This design comes from an exercise in tuning for small area, a short achievable clock period and few clock cycles per item on the open sky130 flow, not from production work.
Only simulation tests tie the RTL to the original design; equivalence was not proved.

`design/flow/run.sh`:
```
#!/bin/bash
# synth_recipe.tcl (not shown) runs the flow's synth.tcl, then flattens the netlist and writes it again
# the make line also repeats each setting of config.mk as NAME=value (left out here)
make -C /OpenROAD-flow-scripts/flow DESIGN_CONFIG=/design/flow/config.mk WORK_HOME=/design/flow/orfs CLKGATE_MAP_FILE= SYNTH_SCRIPT=/design/flow/synth_recipe.tcl finish
```
`design/flow/config.mk`:
```
export PLATFORM = sky130hd
export DESIGN_NAME = meteor_flt
export DESIGN_NICKNAME = meteor_flt
export VERILOG_FILES = /design/flow/design.v
export SDC_FILE = /design/flow/constraint.sdc
export NUM_CORES = 4
export LEC_CHECK = 0
export CAP_MARGIN = 20
export CORE_MARGIN = 2
export CORE_UTILIZATION = 40
export SLEW_MARGIN = 20
```
`design/flow/constraint.sdc`:
```
create_clock -name core_clock -period 18.0 [get_ports {clk}]
set_input_delay 3.6000 -clock core_clock [delete_from_list [all_inputs] [get_ports {clk}]]
set_output_delay 3.6000 -clock core_clock [all_outputs]
set_load 0.01 [all_outputs]
```
`design/flow/design.v`:
```
module fp32_add (
    input  wire [31:0] a,
    input  wire [31:0] b,
    output reg  [31:0] y
);
    wire        sa = a[31];
    wire        sb = b[31];
    wire [7:0]  ea = a[30:23];
    wire [7:0]  eb = b[30:23];
    wire [22:0] fa = a[22:0];
    wire [22:0] fb = b[22:0];
    wire a_nan = (ea == 8'hff) && (fa != 0);
    wire b_nan = (eb == 8'hff) && (fb != 0);
    wire a_inf = (ea == 8'hff) && (fa == 0);
    wire b_inf = (eb == 8'hff) && (fb == 0);
    wire        swap = (a[30:0] < b[30:0]);
    wire        sL   = swap ? sb : sa;
    wire        sS   = swap ? sa : sb;
    wire [7:0]  eL_raw = swap ? eb : ea;
    wire [7:0]  eS_raw = swap ? ea : eb;
    wire [22:0] fL   = swap ? fb : fa;
    wire [22:0] fS   = swap ? fa : fb;
    wire [7:0]  eL = (eL_raw == 0) ? 8'd1 : eL_raw;
    wire [7:0]  eS = (eS_raw == 0) ? 8'd1 : eS_raw;
    wire [23:0] mL = {eL_raw != 0, fL};
    wire [23:0] mS = {eS_raw != 0, fS};
    wire [7:0]  d = eL - eS;
    wire        eff_sub = sL ^ sS;
    wire [26:0] mLx = {mL, 3'b000};
    wire [26:0] mSx = {mS, 3'b000};
    reg  [26:0] aligned;
    reg  [26:0] lost;
    always @* begin
        if (d >= 8'd27) begin
            aligned = 27'd0;
            lost    = mSx;
        end else begin
            aligned = mSx >> d;
            lost    = mSx & ((27'd1 << d) - 27'd1);
        end
        aligned[0] = aligned[0] | (lost != 0);
    end
    reg [27:0] sum;
    reg [26:0] s;
    reg [9:0]  e;         
    reg [4:0]  lz;
    reg [4:0]  sh;
    integer    i;
    always @* begin
        sum = 28'd0;
        s   = 27'd0;
        e   = {2'b00, eL};
        lz  = 5'd0;
        sh  = 5'd0;
        if (!eff_sub) begin
            sum = {1'b0, mLx} + {1'b0, aligned};
            if (sum[27]) begin
                s = {sum[27:2], sum[1] | sum[0]};
                e = {2'b00, eL} + 10'd1;
            end else begin
                s = sum[26:0];
            end
        end else begin
            s = mLx - aligned;
            lz = 5'd27;
            for (i = 0; i <= 26; i = i + 1)
                if (s[i]) lz = 5'd26 - i[4:0];
            if ({5'd0, lz} > ({2'b00, eL} - 10'd1))
                sh = eL[4:0] - 5'd1;
            else
                sh = lz;
            s = s << sh;
            e = {2'b00, eL} - {5'd0, sh};
        end
    end
    wire [23:0] mant  = s[26:3];
    wire        guard = s[2];
    wire        rest  = s[1] | s[0];
    wire        rup   = guard & (rest | mant[0]);
    wire [24:0] mr    = {1'b0, mant} + {24'd0, rup};
    wire [9:0]  e_r   = mr[24] ? e + 10'd1 : e;
    wire [23:0] m_r   = mr[24] ? mr[24:1] : mr[23:0];
    wire [7:0]  e_field = m_r[23] ? e_r[7:0] : 8'd0;
    always @* begin
        if (a_nan || b_nan || (a_inf && b_inf && (sa != sb)))
            y = 32'h7fc00000;
        else if (a_inf)
            y = a;
        else if (b_inf)
            y = b;
        else if (eff_sub && (s == 0))
            y = 32'h00000000;                
        else if (e_r >= 10'd255)
            y = {sL, 8'hff, 23'd0};          
        else
            y = {sL, e_field, m_r[22:0]};
    end
endmodule
module fp32_mul (
    input  wire [31:0] a,
    input  wire [31:0] b,
    output reg  [31:0] y
);
    wire        sy = a[31] ^ b[31];
    wire [7:0]  ea = a[30:23];
    wire [7:0]  eb = b[30:23];
    wire [22:0] fa = a[22:0];
    wire [22:0] fb = b[22:0];
    wire a_nan  = (ea == 8'hff) && (fa != 0);
    wire b_nan  = (eb == 8'hff) && (fb != 0);
    wire a_inf  = (ea == 8'hff) && (fa == 0);
    wire b_inf  = (eb == 8'hff) && (fb == 0);
    wire a_zero = (a[30:0] == 0);
    wire b_zero = (b[30:0] == 0);
    wire [23:0] ma = {ea != 0, fa};
    wire [23:0] mb = {eb != 0, fb};
    wire [9:0]  ea1 = (ea == 0) ? 10'd1 : {2'b00, ea};
    wire [9:0]  eb1 = (eb == 0) ? 10'd1 : {2'b00, eb};
    wire [47:0] p = ma * mb;
    reg  [5:0]  lz;
    integer     i;
    always @* begin
        lz = 6'd48;
        for (i = 0; i <= 47; i = i + 1)
            if (p[i]) lz = 6'd47 - i[5:0];
    end
    wire [47:0] pn = p << lz;
    wire signed [11:0] en = $signed({2'b00, ea1}) + $signed({2'b00, eb1})
                            - 12'sd126 - $signed({6'd0, lz});
    wire signed [11:0] under = 12'sd1 - en;
    reg  [6:0]  rsh;
    reg  [9:0]  e;
    always @* begin
        if (en < 12'sd1) begin
            rsh = (under > 12'sd50) ? 7'd50 : under[6:0];
            e   = 10'd1;
        end else begin
            rsh = 7'd0;
            e   = en[9:0];
        end
    end
    wire [95:0] ext     = {pn, 48'd0} >> rsh;
    wire [47:0] kept    = ext[95:48];
    wire        sticky0 = (ext[47:0] != 0);
    wire [23:0] mant  = kept[47:24];
    wire        guard = kept[23];
    wire        rest  = (kept[22:0] != 0) | sticky0;
    wire        rup   = guard & (rest | mant[0]);
    wire [24:0] mr    = {1'b0, mant} + {24'd0, rup};
    wire [9:0]  e_r   = mr[24] ? e + 10'd1 : e;
    wire [23:0] m_r   = mr[24] ? mr[24:1] : mr[23:0];
    wire [7:0]  e_field = m_r[23] ? e_r[7:0] : 8'd0;
    wire        ovf   = !en[11] && (e_r >= 10'd255);
    always @* begin
        if (a_nan || b_nan || (a_inf && b_zero) || (b_inf && a_zero))
            y = 32'h7fc00000;
        else if (a_inf || b_inf)
            y = {sy, 8'hff, 23'd0};
        else if (a_zero || b_zero)
            y = {sy, 31'd0};
        else if (ovf)
            y = {sy, 8'hff, 23'd0};
        else
            y = {sy, e_field, m_r[22:0]};
    end
endmodule
module meteor_flt (
    input  wire        clk,
    input  wire        rst,           
    input  wire        load,
    input  wire [31:0] load_coef,
    input  wire        in_valid,
    output wire        in_ready,
    input  wire [31:0] in_re,
    input  wire [31:0] in_im,
    output reg         out_valid,
    input  wire        out_ready,
    output reg  [31:0] out_re,
    output reg  [31:0] out_im
);
    localparam S_IDLE = 2'd0;
    localparam S_SUB  = 2'd1;
    localparam S_MUL  = 2'd2;
    localparam S_ADD  = 2'd3;
    reg [1:0]  state;
    reg [31:0] coef;
    reg [31:0] acc_re, acc_im;
    reg [31:0] x_re, x_im;        
    reg [31:0] t_re, t_im;        
    assign in_ready = (state == S_IDLE);
    wire [31:0] add_a_re = (state == S_SUB) ? x_re : acc_re;
    wire [31:0] add_b_re = (state == S_SUB) ? {~acc_re[31], acc_re[30:0]} : t_re;
    wire [31:0] add_a_im = (state == S_SUB) ? x_im : acc_im;
    wire [31:0] add_b_im = (state == S_SUB) ? {~acc_im[31], acc_im[30:0]} : t_im;
    wire [31:0] sum_re, sum_im, prod_re, prod_im;
    fp32_add u_add_re (.a(add_a_re), .b(add_b_re), .y(sum_re));
    fp32_add u_add_im (.a(add_a_im), .b(add_b_im), .y(sum_im));
    fp32_mul u_mul_re (.a(coef), .b(x_re), .y(prod_re));
    fp32_mul u_mul_im (.a(coef), .b(x_im), .y(prod_im));
    wire out_free = !out_valid || out_ready;
    always @(posedge clk) begin
        if (rst) begin
            state     <= S_IDLE;
            coef      <= 32'd0;
            acc_re    <= 32'd0;
            acc_im    <= 32'd0;
            out_valid <= 1'b0;
        end else begin
            if (out_valid && out_ready)
                out_valid <= 1'b0;
            case (state)
                S_IDLE: begin
                    if (load) begin
                        coef   <= load_coef;
                        acc_re <= 32'd0;
                        acc_im <= 32'd0;
                    end else if (in_valid) begin
                        x_re  <= in_re;
                        x_im  <= in_im;
                        state <= S_SUB;
                    end
                end
                S_SUB: begin
                    x_re  <= sum_re;
                    x_im  <= sum_im;
                    state <= S_MUL;
                end
                S_MUL: begin
                    t_re  <= prod_re;
                    t_im  <= prod_im;
                    state <= S_ADD;
                end
                S_ADD: begin
                    if (out_free) begin
                        acc_re    <= sum_re;
                        acc_im    <= sum_im;
                        out_re    <= sum_re;
                        out_im    <= sum_im;
                        out_valid <= 1'b1;
                        state     <= S_IDLE;
                    end
                end
            endcase
        end
    end
endmodule
```
==> summary.txt <==
[area by class of cell]
cell class              instances  area [um2]  share of cell area
diodes                         12        30.0            0.000282
clock buffers                  43        1000             0.00939
clock inverters                24         233             0.00218
inverters                    1273        4780              0.0449
multi-input cells           10543       81300               0.764
flip-flops and latches        291        7800              0.0732
well taps                    3185        3990              0.0374
repair buffers                874        7360              0.0691
[Yosys cell counts, types with 89 or more instances]
| cell type | instances | share of area |
|---|---|---|
| clkbuf_1 | 686 | 0.027 |
| edfxtp_1 | 192 | 0.059 |
| nand2_1 | 1741 | 0.067 |
| o31ai_1 | 97 | 0.0075 |
| mux2_2 | 121 | 0.014 |
| mux2i_1 | 277 | 0.029 |
| and2_1 | 517 | 0.033 |
| nand4_1 | 139 | 0.0090 |
| nor4_1 | 129 | 0.0083 |
| and3_1 | 90 | 0.0058 |
| a21o_1 | 136 | 0.011 |
| nand2b_1 | 89 | 0.0057 |
| xnor2_1 | 236 | 0.021 |
| xor2_1 | 111 | 0.010 |
| a31oi_1 | 129 | 0.0083 |
| o21ai_0 | 577 | 0.030 |
| fa_1 | 974 | 0.20 |
| a211oi_1 | 246 | 0.019 |
| ha_1 | 590 | 0.076 |
| o21a_1 | 92 | 0.0071 |
| dfxtp_1 | 99 | 0.020 |
| nor2_1 | 964 | 0.037 |
| nand3_1 | 354 | 0.018 |
| a21oi_1 | 757 | 0.039 |
| nor3_1 | 336 | 0.017 |
| inv_1 | 1257 | 0.049 |
| o22ai_1 | 118 | 0.0076 |
| o211ai_1 | 201 | 0.016 |
[repair_timing]
item                                   4_1_cts  5_1_grt
gates resized for setup                      0       72
buffers inserted                             0       38
setup endpoints to repair                    0      254
endpoints found under the hold margin        0        0
[worst max-delay path: cells and delay by family, from the launching register on]
family	cells	cell delay [ps]
AOI/OAI and AO/OA	27	6560
buffers and inverters	13	2720
muxes	2	690
adders and majority gates	5	1430
DFF	1	340
and+or+nand+nor	22	5400
[kinds of logic after synthesis]
family | share of synthesized area
multiplexers | 0.0466
XOR/XNOR | 0.0315
buffers and inverters | 0.0870
AND/OR/NAND/NOR | 0.237
adder cells (fa/ha/maj) | 0.278
flip-flops | 0.0799
AO/OA/AOI/OAI | 0.240
[flip-flops by register name (all words and copies together) (netlist names)]
name       count
acc_im        32
acc_re        32
coef          32
out_im        32
out_re        32
out_valid      1
state          2
t_im          32
t_re          32
x_im          32
x_re          32
[routing by layer]
layer  vias up  part of all wire
li1      45885                 -
met1     50625              0.41
met2      6053              0.43
met3      1207             0.099
met4         6             0.067
met5         -          0.000092
[how the worst min path moves through the flow]
stage	to	slack [ps]	cells past startpoint
after floorplan	acc_re[11]$_SDFFE_PP0P_	430	2
after global placement	coef[23]$_SDFFE_PP0P_	490	2
after detailed placement	coef[23]$_SDFFE_PP0P_	490	2
after CTS	coef[23]$_SDFFE_PP0P_	490	2
after global routing	coef[23]$_SDFFE_PP0P_	520	2
final	coef[23]$_SDFFE_PP0P_	500	2
[metrics by stage]
| stage | util | instances | TNS, ps |
|---|---|---|---|
| detailed placement | 0.434 | 16126 | 0 |
| global placement | 0.434 | 16126 | 0 |
| global route | 0.442 | 16234 | -87.6 |
| CTS | 0.439 | 16193 | 0 |
| floorplan | - | 12988 | 0 |
| finish | 0.442 | 16245 | 0 |
==> impl_metrics.ini <==
[synthesis]
ys_seq_area_frac = 0.0799
ys_warn_count = 3
ys_async_sr_fraction = 0
yosys_register_bits = 291
netlist_area_um2 = 97000
synth_cells = 12988
synth_cell_types = 133
synth-edff-count = 192
synthFlopType = edfxtp_1
avgSynthCellArea_um2 = 7.47
synth_nets = 14653

[detailed_routing]
wl_per_cell_um = 27.5
dr.pass1.iters = 8
ant_nets = 0
vias_per_cell = 6.39
wirelength_um = 447000
drc_errors = 0
vias = 103776
drt-initial-drc-count = 12976

[clock_tree]
ctsHtreeMaxLevel = 2
clk_latency_ps = 660
cts_tree = done
cts_buffer_depth = 3
cts.sinks = 291
cts_buffers = 37
cts-root-buf = clkbuf_16
hold_buffers = 0
clk_pin_slew_ps = 60

[grt]
grt-busiest-layer = met2
grt_max_degree = 79
grt_util_met2 = 0.537
antenna_found_initial = 20
met1_usage = 0.476
globalRouteTotalUtil = 0.352
grt_first_pass_wirelength_um = 661000
met3_usage = 0.0605
grt_overflow = 0
grt_pass1_vias = 98719

[worst_setup_path]
startpoint = state[1]$_SDFFE_PP0P_
cp.required_ps = 18520
startpoint_type = register
cp_slowest_stage_delay_ps = 800
critical_path_class = register to register
regToRegEndpoint = x_im[3]$_DFFE_PP_
r2r-start = state[1]$_SDFFE_PP0P_
crit_top_cell = buf_4
reg2regPathDepth = 69
arrival_ps = 17880
worst_setup_path_end_kind = register
crit_end = x_im[3]$_DFFE_PP_
worst-path-max-fanout = 40
crit_slowest_cell = nor4_1
rrSetupSlack_ps = 630

[worst_hold_path]
hp-class = register to register
hp-start = coef[23]$_SDFFE_PP0P_

[cells_and_area]
drive_gt1_frac = 0.0941
fillers = 24836
syn_to_final_growth_pct = 9.84
nets = 14685
final_area_um2 = 107000
layout_commonest_cell = nand2_1
final_cell_mix = 1738 x nand2_1, 1257 x inv_1, 973 x fa_1, 947 x nor2_1, 749 x a21oi_1

[placement]
place_hpwl_um = 362000
pre_cts_ws_ps = 230
place_area_um2 = 104000
portBuffers = 166
routabilityCongestion = 1.09

[timing]
max_freq_mhz = 57.6
fin_crit_ps = 17370
setup_viol = 0
hold_viol = 0
final-max-slew-violation-count = 0
slew_headroom = 0.107
tightestPinTransition_ps = 1330
fin_skew_ps = 59.8
hold_ws_ps = 501
setup_slack_ps = 632
post-route-period-util = 0.965

[status]
status = finished clean

[floorplanning]
dieHeight_um = 496
num_rows = 180
io_pins = 167
start_util = 0.403
die_area_um2 = 246000
core_area_um2 = 241000
die_w_um = 496

[job]
cap_violations = 0

[pwr]
Testbench counts, summed over its fixed seeds: cycles 16,392, items 4,096.

[separate check: timing with driven ports]
How much do the figures lean on ideal ports? The routed layout below was timed once more, with nothing changed but the port constraints.
Step 1 (the two cells are an assumption about what drives the block):
set clk [get_ports {clk}]
set_driving_cell -lib_cell sky130_fd_sc_hd__clkbuf_16 $clk
set_driving_cell -lib_cell sky130_fd_sc_hd__buf_2 [delete_from_list [all_inputs] $clk]
Step 2 adds t to the input delays and takes it off the output delays; t is the mean of the earliest and latest rising clock arrival at the registers after step 1. Input paths then give back, and output paths get back, about the clock's delay inside the block.
Slacks: no drivers / after step 1 / after step 2; pairs: no drivers / after step 1.
t, ns: 0.709
setup WS [ns]: 0.632 / 0.632 / 0.632
clock arrival spread, ns: 0.061 / 0.061
After both steps this run still meets setup and hold. For this run, drivers alone change the setup slack by 0.000 ns; drivers and shift together by 0.000 ns.
